Source: an optimization exercise on an open RTL-to-GDS flow (aim: a short achievable clock period and few clock cycles per item). Production flows keep margins and buffers that such runs may drop.
RTL that was checked went through simulation tests only; none was proved equivalent to the original.
The clock input has no modelled driver; a real chip could not lean on it and would need a root buffer or a full tree.
Power figures rest on the tool's default switching activity, not on a simulated workload.

## fht8v_ook_codec
module fht8v_ook_codec (
  input  wire        clk,
  input  wire        rst,
  input  wire        enc_in_valid,
  output wire        enc_in_ready,
  input  wire [47:0] enc_in_msg,
  output wire        enc_out_valid,
  input  wire        enc_out_ready,
  output wire [7:0]  enc_out_byte,
  output wire        enc_out_last,
  input  wire        dec_in_valid,
  output wire        dec_in_ready,
  input  wire [7:0]  dec_in_byte,
  input  wire        dec_in_last,
  input  wire        dec_in_strict,
  output wire        dec_out_valid,
  input  wire        dec_out_ready,
  output wire [47:0] dec_out_msg,
  output wire [1:0]  dec_out_err
);
Size: about 2000 cells after synthesis, about 530 flip-flops.
Settings: LEC_CHECK=0, ABC_CLOCK_PERIOD_IN_PS=1500, CAP_MARGIN=20, CORE_MARGIN=2, CORE_UTILIZATION=55, CTS_BUF_LIST=sky130_fd_sc_hd__clkbuf_16 sky130_fd_sc_hd__clkbuf_8, CTS_CLUSTER_DIAMETER=60, CTS_CLUSTER_SIZE=24, SETUP_SLACK_MARGIN=3.3, SLEW_MARGIN=20; clock period 5.0 ns.
standard.sh (not shown) runs the stock make flow with config.mk's settings and CLKGATE_MAP_FILE= SYNTH_SCRIPT=/design/flow/synth_recipe.tcl, a recipe that flattens the netlist after the stock synthesis.
==> flow/flow/run.sh <==
#!/bin/bash
set -euo pipefail
export PRE_CTS_TCL="$PWD/flow/mytree.tcl"
export MT_GROUP=24
export MT_ROOTS=4
bash standard.sh > standard_flow.log 2>&1
Other scripts of this flow, unchanged in this note and not shown: flow/flow/mytree.tcl
Testbench counts at the start, summed over its fixed seeds: cycles 33,894, items 768.
Rerun with:
--- a/flow/design.v
+++ b/flow/design.v
@@ -8205,25 +8205,22 @@
     default: dec_tab6b = 4'h0;
   endcase
 endfunction
   reg       in_rdy, first;
   reg       in_blk;                
   reg       d0v, d0l, d0s;
   reg [7:0] d0b;
   assign in_ready = in_rdy;
   reg        d1v, d1l, d1s;
   reg [62:0] c1;                   
   reg [2:0]  cs;
-  reg        d2v, d2l, d2s;
-  reg [1:0]  d2n, d2e;
-  reg        d2y1, d2y2;
   reg  [8:0] csel;
   always @(*) begin
     case (cs)
       3'd0:    csel = c1[8:0];
       3'd1:    csel = c1[17:9];
       3'd2:    csel = c1[26:18];
       3'd3:    csel = c1[35:27];
       3'd4:    csel = c1[44:36];
       3'd5:    csel = c1[53:45];
       default: csel = c1[62:54];
     endcase
@@ -8242,22 +8239,25 @@
   reg        rempty;               
   reg [47:0] rmsg;
   reg [1:0]  rerr;
   reg [47:0] qmsg [0:QN-1];
   reg [1:0]  qerr [0:QN-1];
   reg [1:0]  qcnt;                 
   reg        wp, rp;
   reg [2:0]  pend;                 
   assign res_valid = rv;
   assign res_msg   = rmsg;
   assign res_err   = rerr;
+  wire [1:0] d2n  = csel[5:4];
+  wire       d2y1 = csel[3];
+  wire       d2y2 = csel[2];
   reg s3sy, s3a, s3b, s3q1;
   always @(*) begin
     s3sy = sync; s3a = 1'b0; s3b = 1'b0; s3q1 = d2y1;
     if (sync) begin
       s3a = (d2n != 2'd0);
       s3b = (d2n == 2'd2);
     end else if (d2n != 2'd0 && d2y1) begin
       s3sy = 1'b1;
       s3a  = (d2n == 2'd2);
       s3q1 = d2y2;
     end else if (d2n == 2'd2 && d2y2) begin
@@ -8295,73 +8295,66 @@
     d0l <= in_last;
     d0s <= in_strict;
     d1l <= d0l;
     d1s <= d0s;
     c1  <= {dec_tab6a({d0l, d0b}), dec_tab6b({d0l, d0b}),
             dec_tab5a({d0l, d0b}), dec_tab5b({d0l, d0b}),
             dec_tab4a({d0l, d0b}), dec_tab4b({d0l, d0b}),
             dec_tab3a({d0l, d0b}), dec_tab3b({d0l, d0b}),
             dec_tab2a({d0l, d0b}), dec_tab2b({d0l, d0b}),
             dec_tab1a({d0l, d0b}), dec_tab1b({d0l, d0b}),
             dec_tab0a({d0l, d0b}), dec_tab0b({d0l, d0b})};
-    d2l  <= d1l;
-    d2s  <= d1s;
-    d2n  <= csel[5:4];
-    d2y1 <= csel[3];
-    d2y2 <= csel[2];
-    d2e  <= csel[1:0];
-    d3l  <= d2l;
-    d3s  <= d2s;
+    d3l  <= d1l;
+    d3s  <= d1s;
     d3a  <= s3a;
     d3b  <= s3b;
     d3q1 <= s3q1;
     d3q2 <= d2y2;
-    d3e  <= d2e;
+    d3e  <= csel[1:0];
     d4l  <= d3l;
     d4q1 <= d3q1;
     d4q2 <= d3q2;
     d4d1 <= d3a && !pos[8];
     d4d2 <= d3b && !pos[7];
     d4f1 <= f1;
     d4k1 <= k1;
     d4f2 <= f2;
     d4k2 <= k2;
     d4e  <= d3e;
     if (rst) begin
       in_rdy <= 1'b1;
       in_blk <= 1'b0;
       first  <= 1'b1;
       pend   <= 3'b000;
-      d0v <= 1'b0; d1v <= 1'b0; d2v <= 1'b0; d3v <= 1'b0; d4v <= 1'b0;
+      d0v <= 1'b0; d1v <= 1'b0; d3v <= 1'b0; d4v <= 1'b0;
       cs   <= 3'd0;
       sync <= 1'b0;
       pos  <= 9'd1; nby <= 6'd1; par <= 1'b0;
       done <= 1'b0;
     end else begin
       in_rdy <= (!in_blk && first) ? !pend[RCAP-2] : !pend[RCAP-1];
       in_blk <= (!in_blk && first) ? pend[RCAP-2] : pend[RCAP-1];
       d0v <= in_valid && !in_blk;
       if (in_valid && !in_blk)
         first <= in_last;
       if (take_first && !pop)
         pend <= {pend[1:0], 1'b1};
       else if (!take_first && pop)
         pend <= {1'b0, pend[2:1]};
       d1v <= d0v;
-      d2v <= d1v;
-      d3v <= d2v;
+      d3v <= d1v;
       d4v <= d3v;
       if (d1v)
         cs <= d1l ? 3'd0 : csel[8:6];
-      if (d2v)
-        sync <= d2l ? 1'b0 : s3sy;
+      if (d1v)
+        sync <= d1l ? 1'b0 : s3sy;
       if (d3v) begin
         if (d3l) begin
           pos <= 9'd1; nby <= 6'd1; par <= 1'b0;
         end else begin
           if (d3b) begin
             pos <= pos2;
             par <= p2 ? 1'b0 : par2 ^ d3q2;
           end else if (d3a) begin
             pos <= pos1;
             par <= p1 ? 1'b0 : par ^ d3q1;
           end
Result: The new run finished clean; power is higher by a few percent; worst hold slack is about the same; synthesized area falls slightly; critical path depth is unchanged; routed wire length is higher by a few percent; clock skew goes up by 0.0046 ns; sequential power rose by a few percent; via count rises slightly; die area decreases slightly; worst setup slack barely changes.
No functional check of the RTL was part of the second run of this note. In every run of this note, the design's own scripts or RTL, not TritonCTS, make the clock network.


run a:
Another version of the RTL of fht8v_ook_codec (not shown whole).
Size: ~2,000 cells after synthesis, roughly 530 flip-flops, roughly 130 I/O pins, about 22,000 sq um of cells after synthesis.
clock: 5.0 ns
lec_check: 0
abc_clock_period_in_ps: 1500
cap_margin: 20
core_margin: 2
core_utilization: 55
cts_buf_list: sky130_fd_sc_hd__clkbuf_16 sky130_fd_sc_hd__clkbuf_8
cts_cluster_diameter: 60
cts_cluster_size: 24
setup_slack_margin: 3.5
slew_margin: 20
==> flow/flow/run.sh <==
#!/bin/bash
set -euo pipefail
export PRE_CTS_TCL="$PWD/flow/mytree.tcl"
export MT_GROUP=24
export MT_ROOTS=4
export MT_BUF=sky130_fd_sc_hd__buf_12
bash standard.sh > standard_flow.log 2>&1
Other scripts of this flow, unchanged in this note and not shown: flow/flow/mytree.tcl
Testbench counts of run a, summed over its fixed seeds: cycles 33,894, items 768.
What run b does differently from run a at the input level:
--- a/flow/design.v
+++ b/flow/design.v
@@ -8233,21 +8233,20 @@
   reg [1:0]  d3e;
   reg [8:0]  pos;                  
   reg [5:0]  nby;                  
   reg        par;
   reg        d4v, d4l, d4q1, d4q2, d4d1, d4d2, d4f1, d4k1, d4f2, d4k2;
   reg [1:0]  d4e;
   reg        done;
   reg [47:0] msg;
   reg        rv;                   
   reg        rempty;               
-  reg        rfull;                
   reg [47:0] rmsg;
   reg [1:0]  rerr;
   reg [47:0] qmsg [0:QN-1];
   reg [1:0]  qerr [0:QN-1];
   reg [1:0]  qcnt;                 
   reg        wp, rp;
   reg [2:0]  pend;                 
   assign res_valid = rv;
   assign res_msg   = rmsg;
   assign res_err   = rerr;
@@ -8381,32 +8380,28 @@
       msg <= s5msg;
   end
   wire qfree = !qcnt[1];
   wire qpop  = (rempty || res_ready) && qcnt[0];
   always @(posedge clk) begin
     if (qfree) begin
       qmsg[wp] <= r6m;
       qerr[wp] <= r6e;
     end
     if (rst) begin
-      rv <= 1'b0; rempty <= 1'b1; rfull <= 1'b0; qcnt <= 2'd0; wp <= 1'b0; rp <= 1'b0;
+      rv <= 1'b0; rempty <= 1'b1; qcnt <= 2'd0; wp <= 1'b0; rp <= 1'b0;
       rmsg <= 48'd0; rerr <= E_OK;
     end else begin
       if (rempty || res_ready) begin
         rv     <= qcnt[0];
         rempty <= !qcnt[0];
-        rmsg[47:24] <= qmsg[rp][47:24];
-      end
-      if (!rfull || res_ready) begin
-        rfull       <= qcnt[0];
-        rmsg[23:0]  <= qmsg[rp][23:0];
-        rerr        <= qerr[rp];
+        rmsg   <= qmsg[rp];
+        rerr   <= qerr[rp];
       end
       if (qpop)
         rp <= !rp;
       if (r6v)
         wp <= !wp;
       if (r6v && !qpop)
         qcnt <= {qcnt[0], 1'b1};
       else if (!r6v && qpop)
         qcnt <= {1'b0, qcnt[1]};
     end
--- outcome ---
For worst setup slack, run a and run b come out practically identical. Run b vs run a: number of register bits inferred by synthesis down in run b. Run b vs run a: total power down by a few percent. Post-synthesis net count sits lower in run b than in run a. [compare] base=run a new=run b: routed wire length fell by 770 um, mux contribution to synthesized area rose by 1.3 points, total standard cell area after synthesis rose by 78 sq um. Relative to run a, the total iterations of the first detailed-routing run of run b is higher by 1. Run b -> run a: count of final hold-check violations flat. There was hardly any difference in final critical-path required period between run b and run a.
Testbench counts of run b, summed over its fixed seeds: cycles 33,894, items 768.
In every run of this note, the design's own scripts or RTL, not TritonCTS, make the clock network.


cedar:
fht8v_ook_codec, a different RTL version from the one above (not shown whole).
For scale: roughly 1900 cells after synthesis, ~580 flip-flops.
export LEC_CHECK = 0
export ABC_CLOCK_PERIOD_IN_PS = 1500
export CAP_MARGIN = 20
export CORE_MARGIN = 2
export CORE_UTILIZATION = 55
export CTS_BUF_LIST = sky130_fd_sc_hd__clkbuf_16 sky130_fd_sc_hd__clkbuf_8
export CTS_CLUSTER_DIAMETER = 60
export CTS_CLUSTER_SIZE = 24
export SETUP_SLACK_MARGIN = 3.3
export SLEW_MARGIN = 20
create_clock -name core_clock -period 5.0 [get_ports {clk}]
Scripts as last shown in full above: flow/flow/run.sh
Other scripts of this flow, unchanged in this note and not shown: flow/flow/mytree.tcl
cedar: done, clean on timing, DRC and antenna
Changes in indigo relative to cedar:
--- a/flow/design.v
+++ b/flow/design.v
@@ -8233,20 +8233,21 @@
   reg [1:0]  d3e;
   reg [8:0]  pos;                  
   reg [5:0]  nby;                  
   reg        par;
   reg        d4v, d4l, d4q1, d4q2, d4d1, d4d2, d4f1, d4k1, d4f2, d4k2;
   reg [1:0]  d4e;
   reg        done;
   reg [47:0] msg;
   reg        rv;                   
   reg        rempty;               
+  reg        rfull;                
   reg [47:0] rmsg;
   reg [1:0]  rerr;
   reg [47:0] qmsg [0:QN-1];
   reg [1:0]  qerr [0:QN-1];
   reg [1:0]  qcnt;                 
   reg        wp, rp;
   reg [2:0]  pend;                 
   assign res_valid = rv;
   assign res_msg   = rmsg;
   assign res_err   = rerr;
@@ -8380,48 +8381,43 @@
       msg <= s5msg;
   end
   wire qfree = !qcnt[1];
   wire qpop  = (rempty || res_ready) && qcnt[0];
   always @(posedge clk) begin
     if (qfree) begin
       qmsg[wp] <= r6m;
       qerr[wp] <= r6e;
     end
     if (rst) begin
-      rv <= 1'b0; rempty <= 1'b1; qcnt <= 2'd0; wp <= 1'b0; rp <= 1'b0;
+      rv <= 1'b0; rempty <= 1'b1; rfull <= 1'b0; qcnt <= 2'd0; wp <= 1'b0; rp <= 1'b0;
+      rmsg <= 48'd0; rerr <= E_OK;
     end else begin
       if (rempty || res_ready) begin
         rv     <= qcnt[0];
         rempty <= !qcnt[0];
+        rmsg[47:24] <= qmsg[rp][47:24];
+      end
+      if (!rfull || res_ready) begin
+        rfull       <= qcnt[0];
+        rmsg[23:0]  <= qmsg[rp][23:0];
+        rerr        <= qerr[rp];
       end
       if (qpop)
         rp <= !rp;
       if (r6v)
         wp <= !wp;
       if (r6v && !qpop)
         qcnt <= {qcnt[0], 1'b1};
       else if (!r6v && qpop)
         qcnt <= {1'b0, qcnt[1]};
     end
   end
-  reg  [49:0] nhold;
-  wire [49:0] rhead = {qmsg[rp], qerr[rp]};
-  wire [49:0] rkeep = rempty ? rhead : ~nhold;
-  always @(posedge clk) begin
-    if (rst) begin
-      {rmsg, rerr} <= 50'd0;
-      nhold        <= {50{1'b1}};
-    end else begin
-      {rmsg, rerr} <= res_ready ? rhead : rkeep;
-      nhold        <= ~(res_ready ? rhead : rkeep);
-    end
-  end
 endmodule
 module fht8v_ook_codec (
   input  wire        clk,
   input  wire        rst,
   input  wire        enc_in_valid,
   output wire        enc_in_ready,
   input  wire [47:0] enc_in_msg,
   output wire        enc_out_valid,
   input  wire        enc_out_ready,
   output wire [7:0]  enc_out_byte,
==> run notes <==
Sort cedar and indigo by part of the power in registers asc -> top: indigo. indigo: shortest period the worst path allows is 0.074 ns lower than what cedar reported. A destination of the critical timing path of dec_out_msg[30] is what indigo shows, while u_dec.nhold[49]$_SDFF_PP1_ belongs to cedar. | cell count | higher: cedar |. Status: transition time at the pin with the least slew margin parity (cedar, indigo). cedar has a higher wire length of the first global-routing pass than indigo.
Testbench counts of indigo, summed over its fixed seeds: cycles 33,894, items 768.
No functional check of the RTL was part of cedar. In every run of this note, the design's own scripts or RTL, not TritonCTS, make the clock network.

port drivers added, routing unchanged:
The results above use ideal ports. As a check the final layouts listed here were re-extracted and re-timed, cells and wires unchanged. Step 1, drivers: a clkbuf_16 drives clk and a buf_2 each remaining input, both assumed. Step 2, shift: input delay + t, output delay - t, t = (earliest + latest rising clock arrival at the registers) / 2. This alone moves slack from input paths to output paths. a / b / c = ideal ports / drivers / drivers and shift; a / b = the first two.
| run | t, ns | slack for setup (ns) | worst hold slack (ns) | slew at the worst register clock pin (ns) |
|---|---|---|---|---|
| the first run of note 1 | 0.451 | 3.167 / 3.054 / 2.902 | 0.332 / 0.332 / 0.332 | 0.09 / 0.09 |
| the second run of note 1 | 0.457 | 3.169 / 3.055 / 2.898 | 0.331 / 0.331 / 0.331 | 0.09 / 0.09 |
| run a | 0.420 | 3.202 / 3.088 / 2.965 | 0.330 / 0.330 / 0.330 | 0.10 / 0.10 |
| run b | 0.428 | 3.204 / 3.081 / 2.873 | 0.334 / 0.334 / 0.334 | 0.10 / 0.10 |
| cedar | 0.438 | 3.125 / 3.076 / 2.743 | 0.330 / 0.330 / 0.330 | 0.09 / 0.09 |
| indigo | 0.415 | 3.199 / 3.082 / 2.991 | 0.334 / 0.334 / 0.334 | 0.09 / 0.09 |
After both steps setup and hold are still met in every run listed. The setup slack of cedar, which loses most, moves by -0.049 ns with the drivers and by -0.382 ns with both steps.
